Background: an optimization exercise with open tools, aiming at small area. Do not read the settings as production practice. Only simulation tests tie the RTL to the original design; equivalence was not proved.

**flow/design.v**
```verilog
module sht20_cconv (
    input  wire [13:0] n,
    input  wire        rh,
    output wire [29:0] v
);
    integer i;
    wire [29:0] q_a0 = {~(~rh & n[13]), ~(~rh & n[12]), ~(rh ? n[13] : n[11]), ~(rh ? n[12] : n[10]), (rh & n[13]), (rh & n[12]), ~(~rh & n[5]), (rh & n[11]), ~(~rh & n[4]), (rh & n[10]), ~(~rh & n[3]), (rh & n[9]), ~(rh ? n[6] : n[4]), (rh & n[8]), ~(rh ? n[5] : n[3]), (rh & n[7]), ~(rh ? n[4] : n[2]), (rh & n[6]), (rh & n[5]), (rh & n[4]), (rh ? n[3] : n[13]), (rh ? n[2] : n[12]), (~rh & n[13]), (~rh & n[12]), (~rh & n[11]), ~(~rh & n[3]), (~rh & n[13]), (~rh & n[12]), (~rh & n[11]), (~rh & n[10])};
    wire [29:0] q_b0 = {~(~rh & n[11]), ~(~rh & n[10]), ~(~rh & n[9]), ~(~rh & n[8]), ~(rh ? n[11] : n[9]), ~(rh ? n[10] : n[8]), (rh ? n[4] : n[3]), ~(~rh & n[13]), (rh ? n[3] : n[2]), ~(~rh & n[12]), (rh ? n[2] : n[1]), ~(~rh & n[11]), ~(~rh & n[2]), ~(~rh & n[13]), ~(~rh & n[1]), ~(~rh & n[12]), ~(~rh & n[0]), ~(~rh & n[11]), ~(~rh & n[10]), ~(~rh & n[9]), ~(~rh & n[8]), ~(~rh & n[7]), (rh ? n[1] : n[11]), (rh ? n[0] : n[10]), (~rh & n[9]), ~(~rh & n[0]), (~rh & n[10]), (~rh & n[9]), (~rh & n[8]), (~rh & n[7])};
    wire [29:0] q_d0 = {1'b0, 1'b0, 1'b0, 1'b0, ~(~rh & n[7]), ~(~rh & n[6]), 1'b1, ~(rh ? n[9] : n[7]), 1'b1, ~(rh ? n[8] : n[6]), 1'b1, ~(rh ? n[7] : n[5]), (rh ? n[1] : n[0]), ~(~rh & n[10]), (rh & n[0]), ~(~rh & n[9]), 1'b0, ~(~rh & n[8]), 1'b0, 1'b0, 1'b0, ~(~rh & n[4]), 1'b0, 1'b0, ~(~rh & n[4]), 1'b0, (~rh & n[8]), 1'b0, 1'b0, 1'b0};
    wire [29:0] q_s0 = q_a0 ^ q_b0 ^ q_d0;
    wire [29:0] q_c0 = (q_a0 & q_b0) | (q_a0 & q_d0) | (q_b0 & q_d0);
    wire [24:0] q_a1 = {~(~rh & n[13]), ~(~rh & n[12]), (rh ? n[10] : n[9]), (rh ? n[9] : n[8]), (rh ? n[8] : n[7]), (rh ? n[7] : n[6]), (rh ? n[6] : n[5]), (rh ? n[5] : n[4]), q_c0[20], q_c0[18], q_c0[16], q_c0[14], q_c0[12], 1'b1, ~(~rh & n[7]), ~(~rh & n[6]), ~(~rh & n[5]), ~(rh & n[0]), ~(~rh & n[6]), ~(~rh & n[5]), ~(~rh & n[1]), 1'b1, (~rh & n[7]), (~rh & n[6]), (~rh & n[5])};
    wire [24:0] q_b1 = {(rh ? n[12] : n[11]), (rh ? n[11] : n[10]), 1'b1, 1'b1, 1'b1, 1'b1, 1'b1, q_c0[22], q_c0[21], q_c0[19], q_c0[17], q_c0[15], q_c0[13], q_c0[11], ~(rh ? n[3] : n[1]), ~(rh ? n[2] : n[0]), ~(rh & n[1]), 1'b1, ~(~rh & n[3]), ~(~rh & n[2]), q_c0[3], q_c0[2], ~(~rh & n[2]), ~(~rh & n[1]), ~(~rh & n[0])};
    wire [24:0] q_d1 = {1'b0, 1'b0, q_c0[28], q_c0[27], q_c0[26], q_c0[25], q_c0[24], q_c0[23], q_s0[22], q_s0[20], q_s0[18], q_s0[16], q_s0[14], q_s0[12], q_c0[10], q_c0[9], q_c0[8], q_c0[7], q_c0[6], q_c0[5], q_c0[4], q_s0[3], q_c0[1], q_c0[0], 1'b0};
    wire [24:0] q_s1 = q_a1 ^ q_b1 ^ q_d1;
    wire [24:0] q_c1 = (q_a1 & q_b1) | (q_a1 & q_d1) | (q_b1 & q_d1);
    wire [31:0] q_a2 = {(~rh & n[13]), (rh ? n[13] : n[12]), 1'b1, q_c0[29], q_s0[29], q_s0[28], q_s0[27], q_s0[26], q_s0[25], q_s0[24], q_s0[23], q_s0[21], q_s0[19], q_s0[17], q_s0[15], q_s0[13], q_s0[11], q_s0[10], q_s0[9], q_s0[8], q_s0[7], q_s0[6], q_s0[5], q_s0[4], q_s0[2], q_s0[1], 1'b1, (~rh & n[9]), (~rh & n[8]), (~rh & n[7]), (~rh & n[6]), (~rh & n[5])};
    wire [31:0] q_b2 = {1'b1, q_c1[24], q_c1[23], q_c1[22], q_c1[21], q_c1[20], q_c1[19], q_c1[18], q_c1[17], q_c1[16], q_c1[15], q_c1[14], q_c1[13], q_c1[12], q_c1[11], q_c1[10], q_c1[9], q_c1[8], q_c1[7], q_c1[6], q_c1[5], q_c1[4], q_c1[3], q_c1[2], q_c1[1], q_c1[0], q_s0[0], (~rh & n[6]), (~rh & n[5]), (~rh & n[4]), (~rh & n[3]), (~rh & n[2])};
    wire [31:0] q_d2 = {1'b0, 1'b0, q_s1[24], q_s1[23], q_s1[22], q_s1[21], q_s1[20], q_s1[19], q_s1[18], q_s1[17], q_s1[16], q_s1[15], q_s1[14], q_s1[13], q_s1[12], q_s1[11], q_s1[10], q_s1[9], q_s1[8], q_s1[7], q_s1[6], q_s1[5], q_s1[4], q_s1[3], q_s1[2], q_s1[1], q_s1[0], (~rh & n[4]), (~rh & n[3]), (~rh & n[2]), (~rh & n[1]), 1'b0};
    wire [31:0] q_s2 = q_a2 ^ q_b2 ^ q_d2;
    wire [31:0] q_c2 = (q_a2 & q_b2) | (q_a2 & q_d2) | (q_b2 & q_d2);
    wire [37:0] q = {q_c2[30], q_c2[29], q_c2[28], q_c2[27], q_c2[26], q_c2[25], q_c2[24], q_c2[23], q_c2[22], q_c2[21], q_c2[20], q_c2[19], q_c2[18], q_c2[17], q_c2[16], q_c2[15], q_c2[14], q_c2[13], q_c2[12], q_c2[11], q_c2[10], q_c2[9], q_c2[8], q_c2[7], q_c2[6], q_c2[5], q_c2[4], q_c2[3], q_c2[2], q_c2[1], q_c2[0], (~rh & n[0]), (~rh & n[4]), (~rh & n[3]), (~rh & n[2]), (~rh & n[1]), (~rh & n[0]), 1'b0} + {q_s2[31], q_s2[30], q_s2[29], q_s2[28], q_s2[27], q_s2[26], q_s2[25], q_s2[24], q_s2[23], q_s2[22], q_s2[21], q_s2[20], q_s2[19], q_s2[18], q_s2[17], q_s2[16], q_s2[15], q_s2[14], q_s2[13], q_s2[12], q_s2[11], q_s2[10], q_s2[9], q_s2[8], q_s2[7], q_s2[6], q_s2[5], q_s2[4], q_s2[3], q_s2[2], q_s2[1], q_s2[0], (~rh & n[1]), (~rh & n[0]), 1'b0, 1'b0, 1'b0, 1'b0};
    wire [14:0] mask;
    assign mask[14] = 1'b0;
    genvar j;
    for (j = 13; j >= 0; j = j - 1) begin : g_mask
        assign mask[j] = mask[j + 1] | (q[j + 24] & ~rh);    
    end
    wire [14:0] dec = {mask[13:0], 1'b1} & ~mask;    
    wire        gbit = |(q[13:0] & dec[14:1]);     
    wire        sbit = |(q[13:0] & mask[14:1]);    
    wire        lbit = |(q[14:0] & dec);           
    wire        rnd  = gbit & (sbit | lbit);
    wire [14:0] rhot = dec & {15{rnd}};
    wire [3:0] s_a0 = {q[16], q[15], q[14] & ~mask[14], q[13] & ~mask[13]};
    wire [3:0] s_b0 = {~rh, ~rh, rhot[14], rhot[13]};
    wire [3:0] s_d0 = {1'b0, 1'b0, 1'b0, 1'b0};
    wire [3:0] s_s0 = s_a0 ^ s_b0 ^ s_d0;
    wire [3:0] s_c0 = (s_a0 & s_b0) | (s_a0 & s_d0) | (s_b0 & s_d0);
    wire [38:0] s = {1'b1, q[37], q[36], q[35], q[34], q[33], q[32], q[31], q[30], q[29], q[28], q[27], q[26], q[25], q[24], q[23], q[22], q[21], q[20], q[19], q[18], q[17], s_c0[2], s_c0[1], s_c0[0], ~rh, q[12] & ~mask[12], q[11] & ~mask[11], q[10] & ~mask[10], q[9] & ~mask[9], q[8] & ~mask[8], q[7] & ~mask[7], q[6] & ~mask[6], q[5] & ~mask[5], q[4] & ~mask[4], q[3] & ~mask[3], q[2] & ~mask[2], q[1] & ~mask[1], q[0] & ~mask[0]} + {1'b0, 1'b1, 1'b1, rh, 1'b1, rh, 1'b0, rh, ~rh, 1'b0, 1'b0, ~rh, 1'b0, 1'b0, ~rh, ~rh, 1'b0, 1'b0, ~rh, ~rh, 1'b0, s_c0[3], s_s0[3], s_s0[2], s_s0[1], s_s0[0], rhot[12], rhot[11], rhot[10], rhot[9], rhot[8], rhot[7], rhot[6], rhot[5], rhot[4], rhot[3], rhot[2], rhot[1], rhot[0]};
    wire [38:0] sv = s;
    wire        sg = sv[38];
    wire [37:0] t  = sv[37:0] ^ {38{sg}};
    wire        nz_s16 = ~|t[37:22];
    wire [37:0] nz_x16 = nz_s16 ? {t[21:0], {16{sg}}} : t;
    wire        nz_s8 = ~|nz_x16[37:30];
    wire [37:0] nz_x8 = nz_s8 ? {nz_x16[29:0], {8{sg}}} : nz_x16;
    wire        nz_s4 = ~|nz_x8[37:34];
    wire [37:0] nz_x4 = nz_s4 ? {nz_x8[33:0], {4{sg}}} : nz_x8;
    wire        nz_s2 = ~|nz_x4[37:36];
    wire [37:0] nz_x2 = nz_s2 ? {nz_x4[35:0], {2{sg}}} : nz_x4;
    wire        nz_s1 = ~|nz_x2[37:37];
    wire [37:0] nz_x1 = nz_s1 ? {nz_x2[36:0], {1{sg}}} : nz_x2;
    wire [4:0]  lsh = {nz_s16, nz_s8, nz_s4, nz_s2, nz_s1};
    wire [37:0] nn  = nz_x1;
    wire [12:0] lm;
    assign lm = 13'h1FFF >> lsh;
    wire        any1 = |(t[12:0] & lm);
    wire        all1 = &(t[12:0] | ~lm);
    wire        gd  = nn[13];
    wire        up0 = sg ? (gd | (all1 & nn[14])) : (gd & (any1 | nn[14]));
    wire [23:0] mr0 = {1'b0, nn[36], nn[35], nn[34], nn[33], nn[32], nn[31], nn[30], nn[29], nn[28], nn[27], nn[26], nn[25], nn[24], nn[23], nn[22], nn[21], nn[20], nn[19], nn[18], nn[17], nn[16], nn[15], nn[14]} + {1'b0, 1'b0, 1'b0, 1'b0, 1'b0, 1'b0, 1'b0, 1'b0, 1'b0, 1'b0, 1'b0, 1'b0, 1'b0, 1'b0, 1'b0, 1'b0, 1'b0, 1'b0, 1'b0, 1'b0, 1'b0, 1'b0, 1'b0, up0};
    wire [2:0] ce_a0 = {~lsh[2], ~lsh[1], ~lsh[0]};
    wire [2:0] ce_b0 = {1'b1, 1'b1, mr0[23]};
    wire [2:0] ce_d0 = {1'b0, 1'b0, 1'b0};
    wire [2:0] ce_s0 = ce_a0 ^ ce_b0 ^ ce_d0;
    wire [2:0] ce_c0 = (ce_a0 & ce_b0) | (ce_a0 & ce_d0) | (ce_b0 & ce_d0);
    wire [7:0] ce = {1'b0, 1'b1, 1'b1, ~lsh[4], ~lsh[3], ce_c0[1], ce_c0[0], 1'b1} + {1'b0, 1'b0, 1'b0, 1'b0, ce_c0[2], ce_s0[2], ce_s0[1], ce_s0[0]};
    assign v = {sg, ce[7], ce[4:0], mr0[22:0]};
endmodule
module sht20_fconv (
    input  wire [29:0] c,
    output wire [31:0] f
);
    integer i;
    wire        sg = c[29];
    wire [7:0]  ce = {c[28], ~c[28], ~c[28], c[27:23]};
    wire [23:0] cm = {1'b1, c[22:0]};
    wire [25:0] y3 = {1'b0, cm[23], cm[23], cm[22], cm[21], cm[20], cm[19], cm[18], cm[17], cm[16], cm[15], cm[14], cm[13], cm[12], cm[11], cm[10], cm[9], cm[8], cm[7], cm[6], cm[5], cm[4], cm[3], cm[2], cm[1], cm[0]} + {1'b0, 1'b0, cm[22], cm[21], cm[20], cm[19], cm[18], cm[17], cm[16], cm[15], cm[14], cm[13], cm[12], cm[11], cm[10], cm[9], cm[8], cm[7], cm[6], cm[5], cm[4], cm[3], cm[2], cm[1], cm[0], 1'b0};
    wire [21:0] z_a0 = {y3[25], y3[24], y3[23], y3[22], y3[25], y3[24], y3[23], y3[22], y3[21], y3[20], y3[19], y3[18], y3[17], y3[16], y3[15], y3[14], y3[13], y3[12], y3[11], y3[10], y3[9], y3[8]};
    wire [21:0] z_b0 = {y3[21], y3[20], y3[19], y3[18], y3[21], y3[20], y3[19], y3[18], y3[17], y3[16], y3[15], y3[14], y3[13], y3[12], y3[11], y3[10], y3[9], y3[8], y3[7], y3[6], y3[5], y3[4]};
    wire [21:0] z_d0 = {1'b0, 1'b0, 1'b0, 1'b0, y3[17], y3[16], y3[15], y3[14], y3[13], y3[12], y3[11], y3[10], y3[9], y3[8], y3[7], y3[6], y3[5], y3[4], y3[3], y3[2], y3[1], 1'b0};
    wire [21:0] z_s0 = z_a0 ^ z_b0 ^ z_d0;
    wire [21:0] z_c0 = (z_a0 & z_b0) | (z_a0 & z_d0) | (z_b0 & z_d0);
    wire [33:0] z = {y3[25], y3[24], y3[23], y3[22], z_c0[20], z_c0[19], z_c0[18], z_c0[17], z_c0[16], z_c0[15], z_c0[14], z_c0[13], z_c0[12], z_c0[11], z_c0[10], z_c0[9], z_c0[8], z_c0[7], z_c0[6], z_c0[5], z_c0[4], z_c0[3], z_c0[2], z_c0[1], z_c0[0], y3[0], y3[7], y3[6], y3[5], y3[4], y3[3], y3[2], y3[1], y3[0]} + {1'b0, 1'b0, 1'b0, z_c0[21], z_s0[21], z_s0[20], z_s0[19], z_s0[18], z_s0[17], z_s0[16], z_s0[15], z_s0[14], z_s0[13], z_s0[12], z_s0[11], z_s0[10], z_s0[9], z_s0[8], z_s0[7], z_s0[6], z_s0[5], z_s0[4], z_s0[3], z_s0[2], z_s0[1], z_s0[0], y3[3], y3[2], y3[1], y3[0], 1'b0, 1'b0, 1'b0, 1'b0};
    wire [45:0] zz = {z[33], z[32], z[31], z[30], z[29], z[28], z[27], z[26], z[25], z[24], z[23], z[22], z[33], z[32], z[31], z[30], z[29], z[28], z[27], z[26], z[25], z[24], z[23], z[22], z[21], z[20], z[19], z[18], z[17], z[16], z[15], z[14], z[13], z[12], z[11], z[10], z[9], z[8], z[7], z[6], z[5], z[4], z[3], z[2], z[1], z[0]} + {1'b0, 1'b0, 1'b0, 1'b0, 1'b0, 1'b0, 1'b0, 1'b0, 1'b0, 1'b0, 1'b0, 1'b0, z[21], z[20], z[19], z[18], z[17], z[16], z[15], z[14], z[13], z[12], z[11], z[10], z[9], z[8], z[7], z[6], z[5], z[4], z[3], z[2], z[1], z[0], 1'b0, 1'b0, 1'b0, 1'b0, 1'b0, 1'b0, 1'b0, 1'b0, 1'b0, 1'b0, 1'b0, 1'b0};
    wire [46:0] ph = {1'b0, zz[45], zz[44], zz[43], zz[42], zz[41], zz[40], zz[39], zz[38], zz[37], zz[36], zz[35], zz[34], zz[33], zz[32], zz[31], zz[30], zz[29], zz[28], zz[27], zz[26], zz[25], zz[24], zz[23], zz[22], zz[21], zz[20], zz[19], zz[18], zz[17], zz[16], zz[15], zz[14], zz[13], zz[12], zz[11], zz[10], zz[9], zz[8], zz[7], zz[6], zz[5], zz[4], zz[3], zz[2], zz[1], zz[0]} + {1'b0, cm[23], cm[22], cm[21], cm[20], cm[19], cm[18], cm[17], cm[16], cm[15], cm[14], cm[13], cm[12], cm[11], cm[10], cm[9], cm[8], cm[7], cm[6], cm[5], cm[4], cm[3], cm[2], cm[1], cm[0], 1'b0, 1'b0, 1'b0, 1'b0, 1'b0, 1'b0, 1'b0, 1'b0, 1'b0, 1'b0, 1'b0, 1'b0, 1'b0, 1'b0, 1'b0, 1'b0, 1'b0, 1'b0, 1'b0, 1'b0, 1'b0, 1'b0};
    wire [47:0] pr  = {ph, 1'b0};
    wire        top = pr[47];
    wire        gg  = top ? pr[23] : pr[22];
    wire        gs  = top ? (|cm[21:0]) : (|cm[20:0]);
    wire        gl  = top ? pr[24] : pr[23];
    wire        up1 = gg & (gs | gl);
    wire [25:0] wr = {1'b0, pr[47], pr[46], pr[45], pr[44], pr[43], pr[42], pr[41], pr[40], pr[39], pr[38], pr[37], pr[36], pr[35], pr[34], pr[33], pr[32], pr[31], pr[30], pr[29], pr[28], pr[27], pr[26], pr[25], pr[24], ~top & pr[23]} + {1'b0, 1'b0, 1'b0, 1'b0, 1'b0, 1'b0, 1'b0, 1'b0, 1'b0, 1'b0, 1'b0, 1'b0, 1'b0, 1'b0, 1'b0, 1'b0, 1'b0, 1'b0, 1'b0, 1'b0, 1'b0, 1'b0, 1'b0, 1'b0, up1 & top, up1 & ~top};
    wire [7:0]  q8  = 8'd134 - ce;                 
    wire [4:0]  q   = q8[4:0];
    wire [16:0] hot = 17'd1 << q;
    wire [16:0] thm = ~((17'd1 << q) - 17'd1);     
    wire [38:0] op2 = {sg, sg ? thm : hot, 21'd0};
    wire [38:0] x = {op2[38], op2[37], op2[36], op2[35], op2[34], op2[33], op2[32], op2[31], op2[30], op2[29], op2[28], op2[27], op2[26], wr[25], wr[24], wr[23], wr[22], wr[21], wr[20], wr[19], wr[18], wr[17], wr[16], wr[15], wr[14], wr[13], wr[12], wr[11], wr[10], wr[9], wr[8], wr[7], wr[6], wr[5], wr[4], wr[3], wr[2], wr[1], wr[0]} + {1'b0, 1'b0, 1'b0, 1'b0, 1'b0, 1'b0, 1'b0, 1'b0, 1'b0, 1'b0, 1'b0, 1'b0, 1'b0, op2[25], op2[24], op2[23], op2[22], op2[21], op2[20], op2[19], op2[18], op2[17], op2[16], op2[15], op2[14], op2[13], op2[12], op2[11], op2[10], op2[9], op2[8], op2[7], op2[6], op2[5], op2[4], op2[3], op2[2], op2[1], op2[0]};
    wire        xs  = x[38];
    wire        fsg = sg & ~xs;
    wire [37:0] t2  = x[37:0] ^ {38{xs}};
    wire        nf_s16 = ~|t2[37:22];
    wire [37:0] nf_x16 = nf_s16 ? {t2[21:0], {16{xs}}} : t2;
    wire        nf_s8 = ~|nf_x16[37:30];
    wire [37:0] nf_x8 = nf_s8 ? {nf_x16[29:0], {8{xs}}} : nf_x16;
    wire        nf_s4 = ~|nf_x8[37:34];
    wire [37:0] nf_x4 = nf_s4 ? {nf_x8[33:0], {4{xs}}} : nf_x8;
    wire        nf_s2 = ~|nf_x4[37:36];
    wire [37:0] nf_x2 = nf_s2 ? {nf_x4[35:0], {2{xs}}} : nf_x4;
    wire        nf_s1 = ~|nf_x2[37:37];
    wire [37:0] nf_x1 = nf_s1 ? {nf_x2[36:0], {1{xs}}} : nf_x2;
    wire [4:0]  lsh2 = {nf_s16, nf_s8, nf_s4, nf_s2, nf_s1};
    wire [37:0] n2  = nf_x1;
    wire [12:0] lm2;
    assign lm2 = 13'h1FFF >> lsh2;
    wire        any2 = |(t2[12:0] & lm2);
    wire        all2 = &(t2[12:0] | ~lm2);
    wire        up2 = xs ? (n2[13] | (all2 & n2[14])) : (n2[13] & (any2 | n2[14]));
    wire [23:0] mr2 = {1'b0, n2[36], n2[35], n2[34], n2[33], n2[32], n2[31], n2[30], n2[29], n2[28], n2[27], n2[26], n2[25], n2[24], n2[23], n2[22], n2[21], n2[20], n2[19], n2[18], n2[17], n2[16], n2[15], n2[14]} + {1'b0, 1'b0, 1'b0, 1'b0, 1'b0, 1'b0, 1'b0, 1'b0, 1'b0, 1'b0, 1'b0, 1'b0, 1'b0, 1'b0, 1'b0, 1'b0, 1'b0, 1'b0, 1'b0, 1'b0, 1'b0, 1'b0, 1'b0, up2};
    wire [3:0] fe_a0 = {~lsh2[3], ~lsh2[2], ~lsh2[1], ~lsh2[0]};
    wire [3:0] fe_b0 = {ce[3], ce[2], ce[1], ce[0]};
    wire [3:0] fe_d0 = {1'b0, 1'b0, 1'b0, 1'b0};
    wire [3:0] fe_s0 = fe_a0 ^ fe_b0 ^ fe_d0;
    wire [3:0] fe_c0 = (fe_a0 & fe_b0) | (fe_a0 & fe_d0) | (fe_b0 & fe_d0);
    wire [7:0] fe_a1 = {ce[7], ce[6], ce[5], ~lsh2[4], 1'b1, 1'b1, 1'b1, mr2[23]};
    wire [7:0] fe_b1 = {1'b1, 1'b1, 1'b1, ce[4], fe_c0[2], fe_c0[1], fe_c0[0], 1'b1};
    wire [7:0] fe_d1 = {1'b0, 1'b0, 1'b0, fe_c0[3], fe_s0[3], fe_s0[2], fe_s0[1], 1'b0};
    wire [7:0] fe_s1 = fe_a1 ^ fe_b1 ^ fe_d1;
    wire [7:0] fe_c1 = (fe_a1 & fe_b1) | (fe_a1 & fe_d1) | (fe_b1 & fe_d1);
    wire [7:0] fe = {fe_c1[6], fe_c1[5], fe_c1[4], fe_c1[3], fe_c1[2], fe_c1[1], fe_c1[0], fe_s0[0]} + {fe_s1[7], fe_s1[6], fe_s1[5], fe_s1[4], fe_s1[3], fe_s1[2], fe_s1[1], fe_s1[0]};
    assign f = {fsg, fe, mr2[22:0]};
endmodule
module sht20_codec (
    input  wire        clk,
    input  wire        rst,
    input  wire        in_valid,
    input  wire [2:0]  op,
    input  wire [7:0]  a,
    input  wire [7:0]  b,
    output wire        out_valid,
    output wire        err,
    output wire [15:0] raw_masked,
    output wire [31:0] val0,
    output wire [31:0] val1,
    output wire [7:0]  ureg_out,
    output wire        otp_dis,
    output wire        htr_en,
    output wire        eob,
    output wire        res_valid,
    output wire [1:0]  res
);
    wire [1:0] cls = (op == 3'd0) ? 2'd0 :
                     (op == 3'd1) ? 2'd1 :
                     (op[2] & op[1]) ? 2'd3 : 2'd2;
    reg [7:0] u;
    always @(*) begin
        case (op)
            3'd3: u = (a & 8'h7E) | {b[1], 6'b000000, b[0]};
            3'd4: u = (a & 8'hFB) | {5'b00000, b[0], 2'b00};
            3'd5: u = (a & 8'hBF) | {1'b0, b[0], 6'b000000};
            default: u = a;
        endcase
    end
    wire [13:0] dat = op[2] | op[1] ? {6'd0, u} : {a, b[7:2]};
    reg        r1_valid;
    reg [1:0]  r1_cls;
    reg [13:0] r1_datn;      
    always @(posedge clk) begin
        r1_valid <= ~rst & in_valid;
        r1_cls   <= cls;
        r1_datn  <= ~dat;
    end
    wire [13:0] r1_dat = ~r1_datn;
    wire [29:0] c_v;
    sht20_cconv u_c (.n(r1_dat), .rh(r1_cls[0]), .v(c_v));
    reg        r2_valid;
    reg [1:0]  r2_cls;
    reg [13:0] r2_datn;      
    reg [29:0] r2_vn;
    always @(posedge clk) begin
        r2_valid <= ~rst & r1_valid;
        r2_cls   <= r1_cls;
        r2_datn  <= r1_datn;
        r2_vn    <= ~c_v;
    end
    assign out_valid = r2_valid;
    wire [31:0] f_v;
    wire [13:0] r2_dat = ~r2_datn;
    wire [29:0] r2_v = ~r2_vn;
    sht20_fconv u_f (.c(r2_v), .f(f_v));
    wire is_t = (r2_cls == 2'd0);
    wire is_m = ~r2_cls[1];
    wire is_u = (r2_cls == 2'd2);
    wire [7:0] ru = r2_dat[7:0];
    assign err        = (r2_cls == 2'd3);
    assign raw_masked = is_m ? {r2_dat, 2'b00} : 16'd0;
    assign val0       = is_m ? {r2_v[29:28], ~r2_v[28], ~r2_v[28], r2_v[27:0]} : 32'd0;
    assign val1       = is_t ? f_v : 32'd0;
    assign ureg_out   = is_u ? ru : 8'd0;
    assign otp_dis    = is_u & ru[1];
    assign htr_en     = is_u & ru[2];
    assign eob        = is_u & ru[6];
    assign res_valid  = is_u;
    assign res        = is_u ? {ru[7], ru[0]} : 2'b00;
endmodule
```
**flow/flow/run.sh**
```bash
#!/bin/bash
# The standard layout (standard.sh), with these changes:
#  - yosys maps its carry-lookahead cells ($lcu) to ripple carries
#    (flow/lcu_ripple.v) instead of ORFS's Kogge-Stone map, so adders are small;
#  - the cells listed in flow/dont_use.txt are added to the platform's
#    don't-use list (half-adder cells and large drive strengths), for the
#    whole flow; the registers and everything else are as standard;
#  - the input and output port buffers are the smallest buffer cell.
# All tool output goes to standard.log in this folder.
set -o pipefail
export SYNTH_OPERATIONS_ARGS="-extra-map $PWD/flow/lcu_ripple.v"
export BUFFER_PORTS_ARGS="-buffer_cell sky130_fd_sc_hd__buf_1"
{
  echo "include $PWD/config.mk"
  echo "export DONT_USE_CELLS += $(cat flow/dont_use.txt)"
} > flow_config.mk
sed "s#DESIGN_CONFIG=[^ ]*#DESIGN_CONFIG=$PWD/flow_config.mk#g" standard.sh > flow_standard.sh
bash flow_standard.sh > standard.log 2>&1
```
**flow/flow/dont_use.txt**
```
sky130_fd_sc_hd__ha_1 sky130_fd_sc_hd__ha_2 sky130_fd_sc_hd__ha_4 sky130_fd_sc_hd__a2111o_2 sky130_fd_sc_hd__a2111o_4 sky130_fd_sc_hd__a2111oi_2 sky130_fd_sc_hd__a2111oi_4 sky130_fd_sc_hd__a211o_2 sky130_fd_sc_hd__a211o_4 sky130_fd_sc_hd__a211oi_2 sky130_fd_sc_hd__a211oi_4 sky130_fd_sc_hd__a21bo_2 sky130_fd_sc_hd__a21bo_4 sky130_fd_sc_hd__a21boi_2 sky130_fd_sc_hd__a21boi_4 sky130_fd_sc_hd__a21o_2 sky130_fd_sc_hd__a21o_4 sky130_fd_sc_hd__a21oi_2 sky130_fd_sc_hd__a21oi_4 sky130_fd_sc_hd__a221o_2 sky130_fd_sc_hd__a221o_4 sky130_fd_sc_hd__a221oi_2 sky130_fd_sc_hd__a221oi_4 sky130_fd_sc_hd__a22o_2 sky130_fd_sc_hd__a22o_4 sky130_fd_sc_hd__a22oi_2 sky130_fd_sc_hd__a22oi_4 sky130_fd_sc_hd__a2bb2o_2 sky130_fd_sc_hd__a2bb2o_4 sky130_fd_sc_hd__a2bb2oi_2 sky130_fd_sc_hd__a2bb2oi_4 sky130_fd_sc_hd__a311o_2 sky130_fd_sc_hd__a311o_4 sky130_fd_sc_hd__a311oi_2 sky130_fd_sc_hd__a311oi_4 sky130_fd_sc_hd__a31o_2 sky130_fd_sc_hd__a31o_4 sky130_fd_sc_hd__a31oi_2 sky130_fd_sc_hd__a31oi_4 sky130_fd_sc_hd__a32o_2 sky130_fd_sc_hd__a32o_4 sky130_fd_sc_hd__a32oi_2 sky130_fd_sc_hd__a32oi_4 sky130_fd_sc_hd__a41o_2 sky130_fd_sc_hd__a41o_4 sky130_fd_sc_hd__a41oi_2 sky130_fd_sc_hd__a41oi_4 sky130_fd_sc_hd__and2_2 sky130_fd_sc_hd__and2_4 sky130_fd_sc_hd__and2b_2 sky130_fd_sc_hd__and2b_4 sky130_fd_sc_hd__and3_2 sky130_fd_sc_hd__and3_4 sky130_fd_sc_hd__and3b_2 sky130_fd_sc_hd__and3b_4 sky130_fd_sc_hd__and4_2 sky130_fd_sc_hd__and4_4 sky130_fd_sc_hd__and4b_2 sky130_fd_sc_hd__and4b_4 sky130_fd_sc_hd__and4bb_2 sky130_fd_sc_hd__and4bb_4 sky130_fd_sc_hd__dfbbn_2 sky130_fd_sc_hd__dfrbp_2 sky130_fd_sc_hd__dfrtp_2 sky130_fd_sc_hd__dfrtp_4 sky130_fd_sc_hd__dfsbp_2 sky130_fd_sc_hd__dfstp_2 sky130_fd_sc_hd__dfstp_4 sky130_fd_sc_hd__dfxbp_2 sky130_fd_sc_hd__dfxtp_2 sky130_fd_sc_hd__dfxtp_4 sky130_fd_sc_hd__dlclkp_2 sky130_fd_sc_hd__dlclkp_4 sky130_fd_sc_hd__dlrbn_2 sky130_fd_sc_hd__dlrbp_2 sky130_fd_sc_hd__dlrtn_2 sky130_fd_sc_hd__dlrtn_4 sky130_fd_sc_hd__dlrtp_2 sky130_fd_sc_hd__dlrtp_4 sky130_fd_sc_hd__dlxbn_2 sky130_fd_sc_hd__dlxtn_2 sky130_fd_sc_hd__dlxtn_4 sky130_fd_sc_hd__ebufn_2 sky130_fd_sc_hd__ebufn_4 sky130_fd_sc_hd__ebufn_8 sky130_fd_sc_hd__einvn_2 sky130_fd_sc_hd__einvn_4 sky130_fd_sc_hd__einvn_8 sky130_fd_sc_hd__einvp_2 sky130_fd_sc_hd__einvp_4 sky130_fd_sc_hd__einvp_8 sky130_fd_sc_hd__fa_2 sky130_fd_sc_hd__fa_4 sky130_fd_sc_hd__ha_2 sky130_fd_sc_hd__ha_4 sky130_fd_sc_hd__maj3_2 sky130_fd_sc_hd__maj3_4 sky130_fd_sc_hd__mux2_2 sky130_fd_sc_hd__mux2_4 sky130_fd_sc_hd__mux2_8 sky130_fd_sc_hd__mux2i_2 sky130_fd_sc_hd__mux2i_4 sky130_fd_sc_hd__mux4_2 sky130_fd_sc_hd__mux4_4 sky130_fd_sc_hd__nand2_2 sky130_fd_sc_hd__nand2_4 sky130_fd_sc_hd__nand2_8 sky130_fd_sc_hd__nand2b_2 sky130_fd_sc_hd__nand2b_4 sky130_fd_sc_hd__nand3_2 sky130_fd_sc_hd__nand3_4 sky130_fd_sc_hd__nand3b_2 sky130_fd_sc_hd__nand3b_4 sky130_fd_sc_hd__nand4_2 sky130_fd_sc_hd__nand4_4 sky130_fd_sc_hd__nand4b_2 sky130_fd_sc_hd__nand4b_4 sky130_fd_sc_hd__nand4bb_2 sky130_fd_sc_hd__nand4bb_4 sky130_fd_sc_hd__nor2_2 sky130_fd_sc_hd__nor2_4 sky130_fd_sc_hd__nor2_8 sky130_fd_sc_hd__nor2b_2 sky130_fd_sc_hd__nor2b_4 sky130_fd_sc_hd__nor3_2 sky130_fd_sc_hd__nor3_4 sky130_fd_sc_hd__nor3b_2 sky130_fd_sc_hd__nor3b_4 sky130_fd_sc_hd__nor4_2 sky130_fd_sc_hd__nor4_4 sky130_fd_sc_hd__nor4b_2 sky130_fd_sc_hd__nor4b_4 sky130_fd_sc_hd__nor4bb_2 sky130_fd_sc_hd__nor4bb_4 sky130_fd_sc_hd__o2111a_2 sky130_fd_sc_hd__o2111a_4 sky130_fd_sc_hd__o2111ai_2 sky130_fd_sc_hd__o2111ai_4 sky130_fd_sc_hd__o211a_2 sky130_fd_sc_hd__o211a_4 sky130_fd_sc_hd__o211ai_2 sky130_fd_sc_hd__o211ai_4 sky130_fd_sc_hd__o21a_2 sky130_fd_sc_hd__o21a_4 sky130_fd_sc_hd__o21ai_2 sky130_fd_sc_hd__o21ai_4 sky130_fd_sc_hd__o21ba_2 sky130_fd_sc_hd__o21ba_4 sky130_fd_sc_hd__o21bai_2 sky130_fd_sc_hd__o21bai_4 sky130_fd_sc_hd__o221a_2 sky130_fd_sc_hd__o221a_4 sky130_fd_sc_hd__o221ai_2 sky130_fd_sc_hd__o221ai_4 sky130_fd_sc_hd__o22a_2 sky130_fd_sc_hd__o22a_4 sky130_fd_sc_hd__o22ai_2 sky130_fd_sc_hd__o22ai_4 sky130_fd_sc_hd__o2bb2a_2 sky130_fd_sc_hd__o2bb2a_4 sky130_fd_sc_hd__o2bb2ai_2 sky130_fd_sc_hd__o2bb2ai_4 sky130_fd_sc_hd__o311a_2 sky130_fd_sc_hd__o311a_4 sky130_fd_sc_hd__o311ai_2 sky130_fd_sc_hd__o311ai_4 sky130_fd_sc_hd__o31a_2 sky130_fd_sc_hd__o31a_4 sky130_fd_sc_hd__o31ai_2 sky130_fd_sc_hd__o31ai_4 sky130_fd_sc_hd__o32a_2 sky130_fd_sc_hd__o32a_4 sky130_fd_sc_hd__o32ai_2 sky130_fd_sc_hd__o32ai_4 sky130_fd_sc_hd__o41a_2 sky130_fd_sc_hd__o41a_4 sky130_fd_sc_hd__o41ai_2 sky130_fd_sc_hd__o41ai_4 sky130_fd_sc_hd__or2_2 sky130_fd_sc_hd__or2_4 sky130_fd_sc_hd__or2b_2 sky130_fd_sc_hd__or2b_4 sky130_fd_sc_hd__or3_2 sky130_fd_sc_hd__or3_4 sky130_fd_sc_hd__or3b_2 sky130_fd_sc_hd__or3b_4 sky130_fd_sc_hd__or4_2 sky130_fd_sc_hd__or4_4 sky130_fd_sc_hd__or4b_2 sky130_fd_sc_hd__or4b_4 sky130_fd_sc_hd__or4bb_2 sky130_fd_sc_hd__or4bb_4 sky130_fd_sc_hd__sdfbbn_2 sky130_fd_sc_hd__sdfrbp_2 sky130_fd_sc_hd__sdfrtp_2 sky130_fd_sc_hd__sdfrtp_4 sky130_fd_sc_hd__sdfsbp_2 sky130_fd_sc_hd__sdfstp_2 sky130_fd_sc_hd__sdfstp_4 sky130_fd_sc_hd__sdfxbp_2 sky130_fd_sc_hd__sdfxtp_2 sky130_fd_sc_hd__sdfxtp_4 sky130_fd_sc_hd__sdlclkp_2 sky130_fd_sc_hd__sdlclkp_4 sky130_fd_sc_hd__sedfxbp_2 sky130_fd_sc_hd__sedfxtp_2 sky130_fd_sc_hd__sedfxtp_4 sky130_fd_sc_hd__xnor2_2 sky130_fd_sc_hd__xnor2_4 sky130_fd_sc_hd__xnor3_2 sky130_fd_sc_hd__xnor3_4 sky130_fd_sc_hd__xor2_2 sky130_fd_sc_hd__xor2_4 sky130_fd_sc_hd__xor3_2 sky130_fd_sc_hd__xor3_4 
```
**flow/flow/lcu_ripple.v**
```verilog
// Ripple-carry lookahead unit: a drop-in for yosys's $lcu that keeps adders small.
(* techmap_celltype = "$lcu" *)
module _80_lcu_ripple (P, G, CI, CO);
	parameter WIDTH = 2;

	(* force_downto *)
	input [WIDTH-1:0] P, G;
	input CI;

	(* force_downto *)
	output [WIDTH-1:0] CO;

	wire [1023:0] _TECHMAP_DO_ = "proc; opt -fast";

	integer i;
	(* force_downto *)
	reg [WIDTH-1:0] co;

	always @* begin
		co[0] = G[0] | (P[0] & CI);
		for (i = 1; i < WIDTH; i = i + 1)
			co[i] = G[i] | (P[i] & co[i-1]);
	end

	assign CO = co;
endmodule
```
**flow/standard.sh**
```bash
#!/bin/bash
# synth_recipe.tcl (not shown) runs the flow's synth.tcl, then flattens the netlist and writes it again
# the make line also repeats each setting of config.mk as NAME=value (left out here)
make -C /OpenROAD-flow-scripts/flow DESIGN_CONFIG=/design/flow/config.mk WORK_HOME=/design/flow/orfs CLKGATE_MAP_FILE= SYNTH_SCRIPT=/design/flow/synth_recipe.tcl "${@:-finish}"
```
**flow/config.mk**
```make
export PLATFORM = sky130hd
export DESIGN_NAME = sht20_codec
export DESIGN_NICKNAME = sht20_codec
export VERILOG_FILES = /design/flow/design.v
export SDC_FILE = /design/flow/constraint.sdc
export NUM_CORES = 4
export LEC_CHECK = 0
export ABC_AREA = 1
export CAP_MARGIN = 20
export CORE_MARGIN = 2
export CORE_UTILIZATION = 40
export CTS_BUF_LIST = sky130_fd_sc_hd__clkbuf_8
export CTS_CLUSTER_DIAMETER = 150
export CTS_CLUSTER_SIZE = 32
export SLEW_MARGIN = 20
```
**flow/constraint.sdc**
```tcl
create_clock -name core_clock -period 60.0 [get_ports {clk}]
set_input_delay 12.0000 -clock core_clock [delete_from_list [all_inputs] [get_ports {clk}]]
set_output_delay 12.0000 -clock core_clock [all_outputs]
set_load 0.01 [all_outputs]
```
==> run summary, run 1 <==
CTS
The clock latency of the later-clocked register in the worst-skew pair is 0.38 ns. The number of CTS-inserted buffers is 9. Counting along the longest clock path gives a buffer depth of 2. The clock sink count is 64. The clock-pin slew on the worst setup and hold paths is 0.08 ns. The post-CTS setup buffer count is 0. The TritonCTS clock tree is done. The number of buffers added to fix hold violations after cts is 0. The tree is rooted in a sky130_fd_sc_hd__clkbuf_8. The quantity of gates resized following cts is 0.

The H-tree depth reported by CTS is 3.

Synth
Yosys mapped a number of flops with a built-in enable equal to 0. Summing the areas of all compound-gate instances in the mapped netlist gives 13.7% of the synthesized area. After synthesis, the largest family of logic cells by area is simple AND/OR/NAND/NOR gates. The synthesized area per cell is 6.51 um^2. The synthesized netlist occupies a cell area of 14700 um^2. The share of synthesized cell area in full adder, half adder and majority cells is 28.7%. After Yosys synthesis, and, or, nand and nor cells account for 29.1% of the synthesized area. The synthesized flop and latch total is 64.

For this run, the leading register cell type out of synthesis is sky130_fd_sc_hd__dfxtp_1. The distinct cell type count after synthesis is 47. The xor and xnor area share after synthesis is 7.46%.

The share of the yosys chip area belonging to registers is 8.73%. The total of warnings raised by yosys is 1. For this run, asynchronously set or reset flops after synthesis account for 0%. The post-synthesis cell count is 2254. Measured against the total synthesized area, the mux share comes to 0.827%.

Job
The tool flagged a number of max-cap violations equal to 0.

Critical path
The critical path ends at val1[28]. The worst register-to-register path begins at r1_cls[0]. The worst register-to-register path has a setup slack of 19.11 ns. In this run the worst path has a maximum fanout of 44. The critical path starts at r2_vn[0].

The worst stage delay on the critical path is 0.59 ns. The worst setup path is captured at an output port. The data arrival time of the critical path is 36.26 ns. The required time reported for the critical path endpoint is 48.00 ns. The type of the setup path with the least slack is reg -> out. The dominant cell type by count on the critical path is sky130_fd_sc_hd__fa_1. Measured in cells, the most critical reg-to-reg path has a length of 142.

The kind of launch point of the worst setup path is a flop. On the critical path, the stage with the largest delay is an instance of sky130_fd_sc_hd__fa_1. The end of the worst register-to-register path is r2_vn[28].

Timing
The count of final setup violators is 0. Setup repair after global routing left no endpoint under its margin. Based on the critical path, the design can be clocked at up to 0.0207 GHz. The transition time of the tightest slew-check pin is 0.918 ns. Clock skew on the completed layout was measured at 0.0231 ns. The worst slew margin relative to its limit is 38.6%. The hold violation count in the final report is 0. After layout, the worst path uses 80.4% of the clock period. Hold timing on the final database bottoms out at a slack of 0.335 ns.

The minimum period implied by the final worst setup slack is 48.26 ns. The setup TNS is 0 ns. The final count of pins violating max slew was 0.

Final layout
Fill cells in the final layout number 3916. The number of nets in the finished design is 2538. The design area is 15700 um^2. The post-synthesis to final-layout area growth is 6.79%. The fraction of layout instances using a drive strength above 1 is 1.56%. The count of antenna diodes in the layout is 0. The filler-free cell count of the finished design is 2779.

Global route
The number of antenna violations at the first check in global routing came to 0. The first global-routing pass estimated 73.1 mm of wire. The largest net degree at the start of global routing is 47. Summed over all layers, the global routing overflow is 0.

Global routing consumed, over all layers together, 24.0% of the routing resources. The via count of the first global-routing pass was 14175.

Placed design
Once placement finished, the instance area stood at 15400 um^2. The wire-length estimate of the detail-placed layout is 38.2 mm. Counting tap cells, the placed design contains a total of 2762 instances. The weighted congestion reported at the end of routability-driven placement is 0.972.

The number of port buffers is 115.

Route
The total number of vias is 14391. The sum of routed wire length over all layers is 45.1 mm. In the final routed layout, each cell accounts on average for 16.2 um. The number of nets with antenna violations after detailed routing is 0. The number of vias per cell after detailed routing is 5.18. Before antenna repair, the detailed router went through 6 iterations. The count of routing violations after the opening detailed-route iteration is 958. In the routed design, unresolved DRC markers number 0.

Floorplanning
The full die area is 38200 um^2. Once the floorplan was initialized, standard cells occupied 40.4% of the core. The number of top-level pins is 118.

The standard cell core area is 36300 um^2. Row generation in the floorplan step produced 70 rows. The floorplan step set the die width to 196 um. The floorplan die height is 196 um.

Min path
The hold path startpoint is r1_cls[1]. The path class of the tightest hold or removal check is reg -> reg.

Status
The flow ran to the end and the layout has no timing, DRC or antenna violations.
cells in the final DEF (no fill, tap or decap), types with 5 or more instances in the layout:
| master | n |
|---|---|
| sky130_fd_sc_hd__a21o_1 | 7 |
| sky130_fd_sc_hd__a21oi_1 | 120 |
| sky130_fd_sc_hd__a31oi_1 | 6 |
| sky130_fd_sc_hd__and2_1 | 15 |
| sky130_fd_sc_hd__buf_1 | 115 |
| sky130_fd_sc_hd__buf_4 | 16 |
| sky130_fd_sc_hd__clkbuf_8 | 10 |
| sky130_fd_sc_hd__dfxtp_1 | 64 |
| sky130_fd_sc_hd__fa_1 | 210 |
| sky130_fd_sc_hd__inv_1 | 329 |
| sky130_fd_sc_hd__mux2i_1 | 11 |
| sky130_fd_sc_hd__nand2_1 | 501 |
| sky130_fd_sc_hd__nand3_1 | 69 |
| sky130_fd_sc_hd__nand4_1 | 49 |
| sky130_fd_sc_hd__nor2_1 | 338 |
| sky130_fd_sc_hd__nor3_1 | 32 |
| sky130_fd_sc_hd__o211ai_1 | 5 |
| sky130_fd_sc_hd__o21a_1 | 7 |
| sky130_fd_sc_hd__o21ai_0 | 188 |
| sky130_fd_sc_hd__o21ai_1 | 6 |
| sky130_fd_sc_hd__o21bai_1 | 8 |
| sky130_fd_sc_hd__o22ai_1 | 8 |
| sky130_fd_sc_hd__or2_1 | 24 |
| sky130_fd_sc_hd__or3_1 | 5 |
| sky130_fd_sc_hd__xnor2_1 | 31 |
| sky130_fd_sc_hd__xor2_1 | 94 |
cell families after synthesis:
logic type               count (synthesis)
flip-flops                              64
other                                    1
AND/OR/NAND/NOR                       1039
adder cells (fa/ha/maj)                211
buffers and inverters                  429
multiplexers                            12
AO/OA/AOI/OAI                          373
XOR/XNOR                               125
layer usage:
layer,track usage [%],part of all wire (%),vias to the layer above
met4,7.21,2.6,0
met3,1.83,4.7,64
met1,31.5,44,6771
met2,42.1,48,426
met5,0,0,-
li1,-,-,7130
cell type report:
class	count	area, um^2	share of cell area [%]
Multi-Input combinational cell	1763	11700	74.9
Sequential cell	64	1280	8.18
Inverter	337	1260	8.07
Tap cell	468	586	3.74
Timing Repair Buffer	131	552	3.52
Clock buffer	10	138	0.878
Clock inverter	6	115	0.735
metrics by stage:
step                      setup slack, ns  utilization (%)
after floorplan                     15.89                -
after global placement              12.96             42.4
after detailed placement            12.13             42.4
after CTS                           11.68             43.1
after global routing                 9.09             43.1
final                               11.74             43.1
how the worst min path moves through the flow:
stage                            to  slack (ns)  cells past startpoint
after floorplan           r2_cls[1]        0.31                      0
after global placement    r2_cls[1]        0.31                      0
after detailed placement  r2_cls[1]        0.32                      0
after CTS                 r2_cls[1]        0.34                      0
after global routing      r2_cls[1]        0.35                      0
final                     r2_cls[1]        0.33                      0
worst max-delay path, delay by kind of cell (launching register included):
family | cells | cell delay (ns)
AND/OR/NAND/NOR | 44 | 6.58
AO/OA/AOI/OAI | 4 | 0.58
buffers and inverters | 20 | 3.64
flip-flops | 1 | 0.43
adder cells (fa/ha/maj) | 57 | 24.39
XOR/XNOR | 1 | 0.18
state kept, by name, indices dropped and copies added, names as in the netlist:
signal	cells
r2_vn	30
r2_valid	1
r1_valid	1
r1_cls	2
r1_datn	14
r2_cls	2
r2_datn	14
synth_stat cells (12+ instances only):
library cell	n	share of area, %
sky130_fd_sc_hd__nand2_1	501	13
sky130_fd_sc_hd__nor2_1	338	8.6
sky130_fd_sc_hd__inv_1	329	8.4
sky130_fd_sc_hd__fa_1	210	29
sky130_fd_sc_hd__o21ai_0	188	6.4
sky130_fd_sc_hd__a21oi_1	120	4.1
sky130_fd_sc_hd__xor2_1	94	5.6
sky130_fd_sc_hd__nand3_1	69	2.4
sky130_fd_sc_hd__dfxtp_1	64	8.7
sky130_fd_sc_hd__clkbuf_1	57	1.5
sky130_fd_sc_hd__nand4_1	49	2.1
sky130_fd_sc_hd__nor3_1	32	1.1
sky130_fd_sc_hd__xnor2_1	31	1.9
sky130_fd_sc_hd__or2_1	24	1.0
sky130_fd_sc_hd__and2_1	15	0.64
sky130_fd_sc_hd__buf_1	13	0.33
sky130_fd_sc_hd__buf_2	12	0.41
==> run 2: changes to the inputs <==
--- a/flow/config.mk
+++ b/flow/config.mk
@@ -10,6 +10,6 @@
 export CORE_MARGIN = 2
 export CORE_UTILIZATION = 40
 export CTS_BUF_LIST = sky130_fd_sc_hd__clkbuf_8
-export CTS_CLUSTER_DIAMETER = 150
-export CTS_CLUSTER_SIZE = 32
+export CTS_CLUSTER_DIAMETER = 60
+export CTS_CLUSTER_SIZE = 16
 export SLEW_MARGIN = 20
==> run 2 against run 1 <==
Against the previous run: via count unchanged; clock skew unchanged; largest cell class unchanged; sequential cell count unchanged; global-route usage unchanged; die area unchanged; worst hold slack unchanged; clock-buffer cell count unchanged.
==> run summary, run 2 <==
CTS
The clock-pin slew on the worst setup and hold paths is 0.08 ns (about the same). TritonCTS built the clock tree. The clock latency of the later-clocked register in the worst-skew pair is 0.38 ns (about the same).

The buffer depth of the longest clock path is 2 (unchanged). The number of buffers added to fix hold violations after cts is 0 (unchanged). The H-tree depth reported by CTS is 3 (unchanged).

The clock sink count was 64 (unchanged). The number of CTS-inserted buffers is 9 (unchanged). The cell at the root of the clock tree is sky130_fd_sc_hd__clkbuf_8.

The quantity of gates resized following cts was 0 (unchanged). The post-CTS setup buffer count was 0 (unchanged).

Critical path
The capturing element of the worst setup path is val1[28]. The launch point of the critical path is r2_vn[0]. The cell class contributing the biggest share of worst-path delay is adder cells.

In this run the critical register-to-register path is launched from r1_cls[0]. The buffering stage count on the worst path with inverters included is 20 (unchanged). The end of the worst register-to-register path is r2_vn[28]. The depth of the worst register-to-register path came to 142 (unchanged). By instance count, the cell type seen most on the critical path is sky130_fd_sc_hd__fa_1.

The critical path depth in cells is 126 (unchanged). The required time reported for the critical path endpoint came to 48.00 ns (about the same). The data arrival time of the critical path is 36.26 ns (about the same). The peak fanout along the critical path was 44 (unchanged). The library cell contributing the largest single delay on the critical path is sky130_fd_sc_hd__fa_1. STA classifies the critical path endpoint as an output port. The critical path in this run is classified as reg -> out. The worst setup path is launched from a flop. The worst stage delay on the critical path is 0.59 ns (about the same). The register-to-register setup slack came to 19.11 ns (about the same).

Synth
The post-synthesis cell count was 2254 (unchanged). The mapped cell area is 14700 um^2 (unchanged). The fraction of synthesis flops using an asynchronous set or reset pin was 0% (unchanged). The distinct cell type count after synthesis is 47 (unchanged). The total of warnings raised by yosys is 1 (unchanged).

The synthesized area per cell was 6.51 um^2 (unchanged). The count of flip-flops with a built-in enable after synthesis is 0 (unchanged). The synthesized flop and latch total is 64 (unchanged). Sorting the synthesized cells by area gives the leading types as sky130_fd_sc_hd__fa_1, sky130_fd_sc_hd__nand2_1, sky130_fd_sc_hd__dfxtp_1. Among all cell types in the netlist, the one instantiated most often is sky130_fd_sc_hd__nand2_1.

The share of the yosys chip area belonging to registers came to 8.73% (unchanged). The area fraction of the dominant cell type after synthesis came to 28.7% (unchanged). Among all flip-flop cells after synthesis, the most frequent one is sky130_fd_sc_hd__dfxtp_1.

By count the netlist is led by sky130_fd_sc_hd__nand2_1, sky130_fd_sc_hd__nor2_1, sky130_fd_sc_hd__inv_1, sky130_fd_sc_hd__fa_1, sky130_fd_sc_hd__o21ai_0. Of all cell types, the one taking the most synthesized area is sky130_fd_sc_hd__fa_1.

Status
The run finished with no timing, DRC or antenna violations.

Global route
The number of antenna violations at the first check in global routing is 0 (unchanged). The via count of the first global-routing pass came to 14175 (unchanged). The largest net degree at the start of global routing is 47 (unchanged). The global-route congestion overflow total is 0 (unchanged).

The total track usage came to 24.0% (unchanged). The first-pass GRT wire length was 73.1 mm (unchanged).

Placed design
The weighted congestion reported at the end of routability-driven placement is 0.972 (unchanged). The post-DP HPWL came to 38.2 mm (unchanged). The number of port buffers is 115 (unchanged).

Route
The detailed-router iteration count before antenna repair is 6 (unchanged). The count of routing violations after the opening detailed-route iteration was 958 (unchanged). The average wire length per cell after detail routing is 16.2 um (unchanged).

The number of design rule violations left after detail routing is 0 (unchanged). The total number of vias is 14391 (unchanged). The sum of routed wire length over all layers is 45.1 mm (unchanged). The number of vias per cell after detailed routing is 5.18 (unchanged).

The number of nets with antenna violations after detailed routing is 0 (unchanged).

Timing
The minimum period implied by the final worst setup slack is 48.26 ns (unchanged). The worst slew margin relative to its limit came to 38.6% (unchanged). The maximum clock frequency was 0.0207 GHz (unchanged). The transition time of the tightest slew-check pin came to 0.918 ns (unchanged). The count of final setup violators is 0 (unchanged). The share of the cycle needed by the critical path after routing is 80.4% (unchanged).

The setup TNS was 0 ns (unchanged). The final worst clock skew came to 0.0231 ns (unchanged). The final count of pins violating max slew is 0 (unchanged). Setup repair after global routing left no endpoint under its margin. The hold violation count in the final report is 0 (unchanged).

Floorplanning
The standard cell core area was 36300 um^2 (unchanged). The number of top-level pins is 118 (unchanged). The horizontal die dimension is 196 um (unchanged). The full die area is 38200 um^2 (unchanged). The initial standard-cell utilization of the core is 40.4% (unchanged). The number of cell rows is 70 (unchanged).

The floorplan die height is 196 um (unchanged).

Final layout
The post-synthesis to final-layout area growth is 6.79% (unchanged). The flip-flop count of the largest register after layout is 30 (unchanged). The fraction of layout instances using a drive strength above 1 is 1.56% (unchanged). The final cell utilization of the core is 43.1% (unchanged). The number of nets in the finished design is 2538 (unchanged). The largest registers in the layout are r2_vn x30, r1_datn x14, r2_datn x14. The count of filler cells inserted in the layout is 3916 (unchanged). The register name with the most flops is r2_vn. Leaving out fill and tap cells, the most frequent cells in the layout are sky130_fd_sc_hd__nand2_1, sky130_fd_sc_hd__nor2_1, sky130_fd_sc_hd__inv_1. The count of antenna diodes in the layout is 0 (unchanged). Leaving out fill and tap cells, the most frequent cell in the layout is sky130_fd_sc_hd__nand2_1.

Job
The max-cap violation count was 0 (unchanged).

Min path
In this run the worst hold path is classified as reg -> reg. In this run the most critical hold path is launched from r1_cls[1].
-- run 2: cell counts after synthesis --
Identical to the previous run, type by type.
-- run 2: worst min-delay path by stage --
stage	cells after the start	end	slack (ns)
2_1_floorplan	0	r2_cls[1]	0.31
3_3_place_gp	0	r2_cls[1]	0.31
3_5_place_dp	0	r2_cls[1]	0.32
4_1_cts	0	r2_cls[1]	0.34
5_1_grt	0	r2_cls[1]	0.35
6_report	0	r2_cls[1]	0.33
-- run 2: final cells by class --
cell class / count / area [um^2] / area share, %
timing repair buffer: 131 / 552 / 3.52
tap: 468 / 586 / 3.74
multi-input combinational: 1763 / 11700 / 74.9
clock buffer: 10 / 138 / 0.878
inverter: 337 / 1260 / 8.07
clock inverter: 6 / 115 / 0.735
sequential: 64 / 1280 / 8.18
-- run 2: kinds of logic after synthesis --
| group | synth area share (%) |
|---|---|
| compound gates | 13.7 |
| xor+xnor | 7.46 |
| fa+ha+maj | 28.7 |
| buf+inv | 11.4 |
| flops | 8.73 |
| mux | 0.827 |
| other cells | 0.0256 |
| simple gates | 29.1 |
-- run 2: through the flow --
step / hold WS, ns / cells / worst slack (ns) / instance area (um^2)
detailed placement: 0.321 / 2762 / 12.13 / 15400
CTS: 0.338 / 2778 / 11.68 / 15700
global placement: 0.312 / 2762 / 12.96 / 15400
floorplan: 0.310 / 2256 / 15.89 / 14700
finish: 0.335 / 2779 / 11.74 / 15700
global route: 0.354 / 2779 / 9.09 / 15700
-- run 2: worst register-to-register path: cells and delay by family (launching register included) --
family	cells	cell delay [ns]
AND/OR/NAND/NOR	54	10.42
AO/OA/AOI/OAI	8	1.25
adder cells (fa/ha/maj)	59	24.99
XOR/XNOR	1	0.48
buffers and inverters	20	3.35
flip-flops	1	0.30
-- run 2: per-layer routing --
layer / track usage [%] / vias up / routed length (um)
met2: 42.1 / 426 / 21800
met5: 0 / - / 0
met4: 7.21 / 0 / 1190
li1: - / 7130 / -
met1: 31.5 / 6771 / 19900
met3: 1.83 / 64 / 2120
==> run 3: changes to the inputs <==
==> flow/flow/run.sh (replaced) <==
#!/bin/bash
# The standard layout (standard.sh), with these changes:
#  - synthesis: yosys maps its carry-lookahead cells ($lcu) to ripple carries
#    (flow/lcu_ripple.v) instead of ORFS's Kogge-Stone map, and abc maps the
#    logic with flow/abc_area.script (area-oriented mapping, repeated with
#    don't-care optimisation) instead of ORFS's abc_area.script.  Otherwise
#    synthesis is the standard flow's synth_recipe.tcl and ORFS's synth.tcl unchanged
#    (fsm and share passes skipped, design flattened, nets renamed), so the
#    registers are the standard synthesis's;
#  - the cells listed in flow/dont_use.txt are added to the platform's
#    don't-use list (half-adder cells and large drive strengths), for the
#    whole flow;
#  - the input and output port buffers are the smallest buffer cell.
# All tool output goes to standard.log in this folder.
set -o pipefail
W=$PWD
export SYNTH_OPERATIONS_ARGS="-extra-map $W/flow/lcu_ripple.v"
export BUFFER_PORTS_ARGS="-buffer_cell sky130_fd_sc_hd__buf_1"
{
  echo "include $W/config.mk"
  echo "export DONT_USE_CELLS += $(cat flow/dont_use.txt)"
} > flow_config.mk
sed "s#\$::env(SCRIPTS_DIR)/abc_area.script#$W/flow/abc_area.script#" \
    "$FLOW_HOME/scripts/synth_preamble.tcl" > flow_synth_preamble.tcl
sed "s#source \$::env(SCRIPTS_DIR)/synth_preamble.tcl#source $W/flow_synth_preamble.tcl#" \
    "$FLOW_HOME/scripts/synth.tcl" > flow_synth.tcl
sed "s#source \$::env(SCRIPTS_DIR)/synth.tcl#source $W/flow_synth.tcl#" \
    synth_recipe.tcl > flow_synth_recipe.tcl
sed -e "s#DESIGN_CONFIG=[^ ]*#DESIGN_CONFIG=$W/flow_config.mk#g" \
    -e "s#SYNTH_SCRIPT=[^ ]*#SYNTH_SCRIPT=$W/flow_synth_recipe.tcl#g" standard.sh > flow_standard.sh
grep -q "flow/abc_area.script" flow_synth_preamble.tcl || { echo "preamble edit failed"; exit 1; }
grep -q "flow_synth_preamble.tcl" flow_synth.tcl || { echo "synth edit failed"; exit 1; }
grep -q "flow_synth.tcl" flow_synth_recipe.tcl || { echo "synth_recipe edit failed"; exit 1; }
bash flow_standard.sh > standard.log 2>&1
==> flow/flow/abc_area.script (new file) <==
strash
dch
map -a
mfs2
strash
dch
map -a
mfs2
strash
dch
map -a
mfs2
strash
dch
map -a
topo
dnsize -c
--- a/flow/config.mk
+++ b/flow/config.mk
@@ -8,8 +8,9 @@
 export ABC_AREA = 1
 export CAP_MARGIN = 20
 export CORE_MARGIN = 2
-export CORE_UTILIZATION = 40
+export CORE_UTILIZATION = 60
 export CTS_BUF_LIST = sky130_fd_sc_hd__clkbuf_8
 export CTS_CLUSTER_DIAMETER = 60
 export CTS_CLUSTER_SIZE = 16
+export GPL_TIMING_DRIVEN = 0
 export SLEW_MARGIN = 20
==> run 3 against run 2 <==
Against the previous run: highest routed layer unchanged; critical path type unchanged; routed wire length fell by 11%; still clean; first-iteration DRC count rose by 37%; worst setup slack got worse by 4.8 ns; clock-buffer cell count did not move; critical path depth rose by 19; sequential share of layout area rose by 0.47 points; register-to-register slack got worse by 5.3 ns; utilization rose by 23 points; cell count fell by 13%.
==> run summary, run 3 <==
Status
The flow ran to the end and the layout has no timing, DRC or antenna violations.

Final layout
The storage element area came to 1280 um^2 (unchanged). The flip-flop count of the largest register after layout is 30 (unchanged). The count of antenna diodes in the layout was 0 (unchanged).

The number of nets in the finished design is 2362 (-6.9%). The most common library cell in the layout ignoring fill and taps is sky130_fd_sc_hd__nor2_1. The largest registers in the layout are r2_vn x30, r1_datn x14, r2_datn x14.

The post-synthesis to final-layout area growth is 8.55%. The fraction of layout instances using a drive strength above 1 was 1.83% (+0.27 points). The library cells used most frequently in the layout, excluding fill and tap cells, are sky130_fd_sc_hd__nor2_1, sky130_fd_sc_hd__clkinv_1, sky130_fd_sc_hd__nand2_1. The design area is 14800 um^2 (-5.4%). The register name with the most flops is r2_vn. The count of filler cells inserted in the layout is 2081 (-47%). The multi-input gate area in the final layout was 11100 um^2 (-5.2%).

Synth
The mapped cell area is 13700 um^2 (-6.9%). The area fraction of the dominant cell type after synthesis is 30.8% (+2.1 points). The share of synthesized cell area in full adder, half adder and majority cells came to 30.8% (+2.1 points). The total of warnings raised by yosys came to 1 (unchanged).

The synthesized area per cell is 6.87 um^2 (+5.6%). The distinct cell type count after synthesis is 46 (-2.1%). The combinational family with the most area after synthesis is adder cells. The commonest cells after synthesis are sky130_fd_sc_hd__nor2_1, sky130_fd_sc_hd__clkinv_1, sky130_fd_sc_hd__nand2_1, sky130_fd_sc_hd__fa_1, sky130_fd_sc_hd__o21ai_0. The most frequently used flop master after synthesis is sky130_fd_sc_hd__dfxtp_1. The xor and xnor area share after synthesis came to 7.57% (+0.11 points). Yosys instantiated no cell more often than sky130_fd_sc_hd__nor2_1. The share of the yosys chip area belonging to registers came to 9.38% (+0.65 points). The post-synthesis cell count came to 1987 (-12%).

The largest total area in the synthesized netlist belongs to sky130_fd_sc_hd__fa_1. The mux cell area share after synthesis is 0.953% (+0.13 points). The synthesized-area fraction occupied by and/or/nand/nor cells was 25.1% (-4.0 points).

The synthesized flop and latch total is 64 (unchanged). The count of flip-flops with a built-in enable after synthesis was 0 (unchanged). After synthesis, the cell types taking the most area are sky130_fd_sc_hd__fa_1, sky130_fd_sc_hd__nor2_1, sky130_fd_sc_hd__dfxtp_1. The fraction of synthesis flops using an asynchronous set or reset pin is 0% (unchanged). The fraction of the mapped netlist area in compound gates was 16.9% (+3.2 points).

CTS
The number of CTS-inserted buffers is 9 (unchanged). The number of buffers added to fix hold violations after cts is 0 (unchanged). The quantity of gates resized following cts is 0 (unchanged).

The clock latency of the later-clocked register in the worst-skew pair is 0.35 ns (-0.03 ns). The clock-pin slew on the worst setup and hold paths came to 0.08 ns (about the same). The buffer depth of the longest clock path is 2 (unchanged). The TritonCTS clock tree is done. The H-tree depth reported by CTS is 3 (unchanged).

The clock sink count came to 64 (unchanged). The post-CTS setup buffer count is 0 (unchanged). The cell at the root of the clock tree is sky130_fd_sc_hd__clkbuf_8.

Critical path
The data arrival time of the critical path came to 41.03 ns (+4.77 ns). The required time reported for the critical path endpoint is 48.00 ns (about the same). The peak fanout along the critical path was 32 (-27%). The dominant cell type by count on the critical path is sky130_fd_sc_hd__fa_1. The slowest stage of the critical path belongs to the cell sky130_fd_sc_hd__nand3_1. The worst setup path is captured at an output port. The depth of the worst register-to-register path is 164 (+15%). The type of the setup path with the least slack is reg -> out.

The register-to-register setup slack is 13.82 ns (-5.29 ns). In this run the critical register-to-register path is launched from r1_cls[0]. The worst stage delay on the critical path is 0.71 ns (+0.12 ns). The worst setup path is launched from a flop.

The end of the worst register-to-register path is r2_vn[28].

Floorplanning
The floorplan die height is 155 um (-21%). The number of top-level pins is 118 (unchanged). The initial standard-cell utilization of the core is 60.7% (+20 points). The number of cell rows is 55 (-21%). The horizontal die dimension came to 155 um (-21%). The standard cell core area is 22500 um^2 (-38%). The full die area is 24000 um^2 (-37%).

Timing
The count of final setup violators is 0 (unchanged). The setup TNS is 0 ns (unchanged). Setup repair after global routing left no endpoint under its margin.

The transition time of the tightest slew-check pin is 1.06 ns (+0.143 ns). The final count of pins violating max slew is 0 (unchanged). The hold violation count in the final report is 0 (unchanged). The maximum clock frequency is 0.0189 GHz (-9.0%).

The worst slew margin relative to its limit is 29.0% (-9.5 points). The least setup slack across all paths after layout was 6.97 ns (-4.76 ns). The final worst clock skew is 0.0113 ns (-0.0118 ns). The minimum period implied by the final worst setup slack is 53.03 ns (+4.76 ns).

The share of the cycle needed by the critical path after routing is 88.4% (+7.9 points).

Route
The total number of vias is 13768 (-4.3%). The number of nets with antenna violations after detailed routing is 0 (unchanged). The number of vias per cell after detailed routing is 5.69 (+9.9%). The number of design rule violations left after detail routing is 0 (unchanged). The average wire length per cell after detail routing came to 16.6 um (+2.3%). The sum of routed wire length over all layers is 40.1 mm (-11%). The detailed-router iteration count before antenna repair is 7 (+1). The count of routing violations after the opening detailed-route iteration is 1313 (+37%).

Global route
The total track usage was 34.1% (+10 points). The number of antenna violations at the first check in global routing is 0 (unchanged). The largest net degree at the start of global routing is 38 (-19%).

The via count of the first global-routing pass is 13181 (-7.0%). The first-pass GRT wire length is 65.3 mm (-11%). The global-route congestion overflow total came to 0 (unchanged).

Job
The max-cap violation count came to 0 (unchanged).

Placed design
The placed instance area was 14600 um^2 (-5.2%). The worst setup slack before clock tree synthesis came to 7.43 ns (-4.70 ns). The weighted congestion reported at the end of routability-driven placement was 1.01 (+4.2%). The post-DP HPWL is 33.6 mm (-12%).

The number of port buffers came to 115 (unchanged).

Min path
The hold path depth is 0 (unchanged). The hold path startpoint is r1_cls[1]. The worst hold path endpoint is r2_cls[1]. The class of the most critical hold timing path is reg -> reg.
[run 3: kinds of logic (layout without fill, tap and decap cells)]
| group | count (synthesis) | in the layout |
|---|---|---|
| other | 1 | 3 |
| buffers and inverters | 328 | 474 |
| xor gates and xnor gates | 118 | 118 |
| muxes | 13 | 13 |
| adders and majority gates | 210 | 210 |
| and+or+nand+nor | 842 | 842 |
| DFF | 64 | 64 |
| AOI/OAI and AO/OA | 411 | 411 |
[run 3: cell type report]
type / instances / area share, %
clock buffers: 10 / 0.929
clock inverters: 6 / 0.498
inverters: 320 / 8.10
multi-input cells: 1597 / 75.0
plain buffers: 8 / 0.405
flip-flops and latches: 64 / 8.64
well taps: 285 / 2.41
repair buffers: 130 / 3.99
[run 3: how the worst max path moves through the flow]
stage                     startpoint       end  slack, ns  cells past startpoint
after floorplan             r2_vn[0]  val1[28]       9.65                    140
after global placement      r2_vn[0]  val1[28]       6.06                    141
after detailed placement    r2_vn[0]  val1[28]       7.43                    145
after CTS                   r2_vn[0]  val1[28]       6.94                    145
after global routing        r2_vn[0]  val1[28]       3.71                    145
final                       r2_vn[0]  val1[28]       6.97                    145
[run 3: routing by layer]
metal	global-route usage (%)	part of all wire, %	up-vias
met5	0	0	-
met4	12.0	3.5	0
met3	4.09	6.6	113
met2	58.1	48	550
met1	45.2	42	6422
li1	-	-	6683
[run 3: worst max-delay path: cells and delay by family (launching register included)]
family	cells	cell delay [ns]
adder cells (fa/ha/maj)	57	24.61
AND/OR/NAND/NOR	53	8.83
buffers and inverters	29	4.84
AO/OA/AOI/OAI	5	1.60
flip-flops	1	0.48
XOR/XNOR	1	0.22
[run 3: metrics by stage]
stage	utilization, %	cells	hold WS (ns)
detailed placement	64.9	2403	0.318
global placement	64.2	2389	0.312
CTS	65.8	2419	0.338
floorplan	-	1989	0.310
finish	65.9	2420	0.338
global route	65.9	2420	0.351

## port drivers added, routing unchanged
In the flow no input, the clock included, has a driving cell. The finished layouts below were timed again as built, in two steps.
Step 1 (the two cells are an assumption about what drives the block):
set clk [get_ports {clk}]
set_driving_cell -lib_cell sky130_fd_sc_hd__clkbuf_16 $clk
set_driving_cell -lib_cell sky130_fd_sc_hd__buf_2 [delete_from_list [all_inputs] $clk]
Step 2, shift: input delay + t, output delay - t, t = (earliest + latest rising clock arrival at the registers) / 2. This alone moves slack from input paths to output paths.
a / b / c = ideal ports / drivers / drivers and shift; a / b = the first two.
run	shift t [ns]	slack for setup (ns)	worst slew at a driven data input, ns
run 1	0.416	11.736 / 11.688 / 12.104	0.04
run 2	0.416	11.736 / 11.688 / 12.104	0.04
run 3	0.386	6.973 / 6.932 / 7.317	0.04
After both steps every run listed still meets setup and hold.
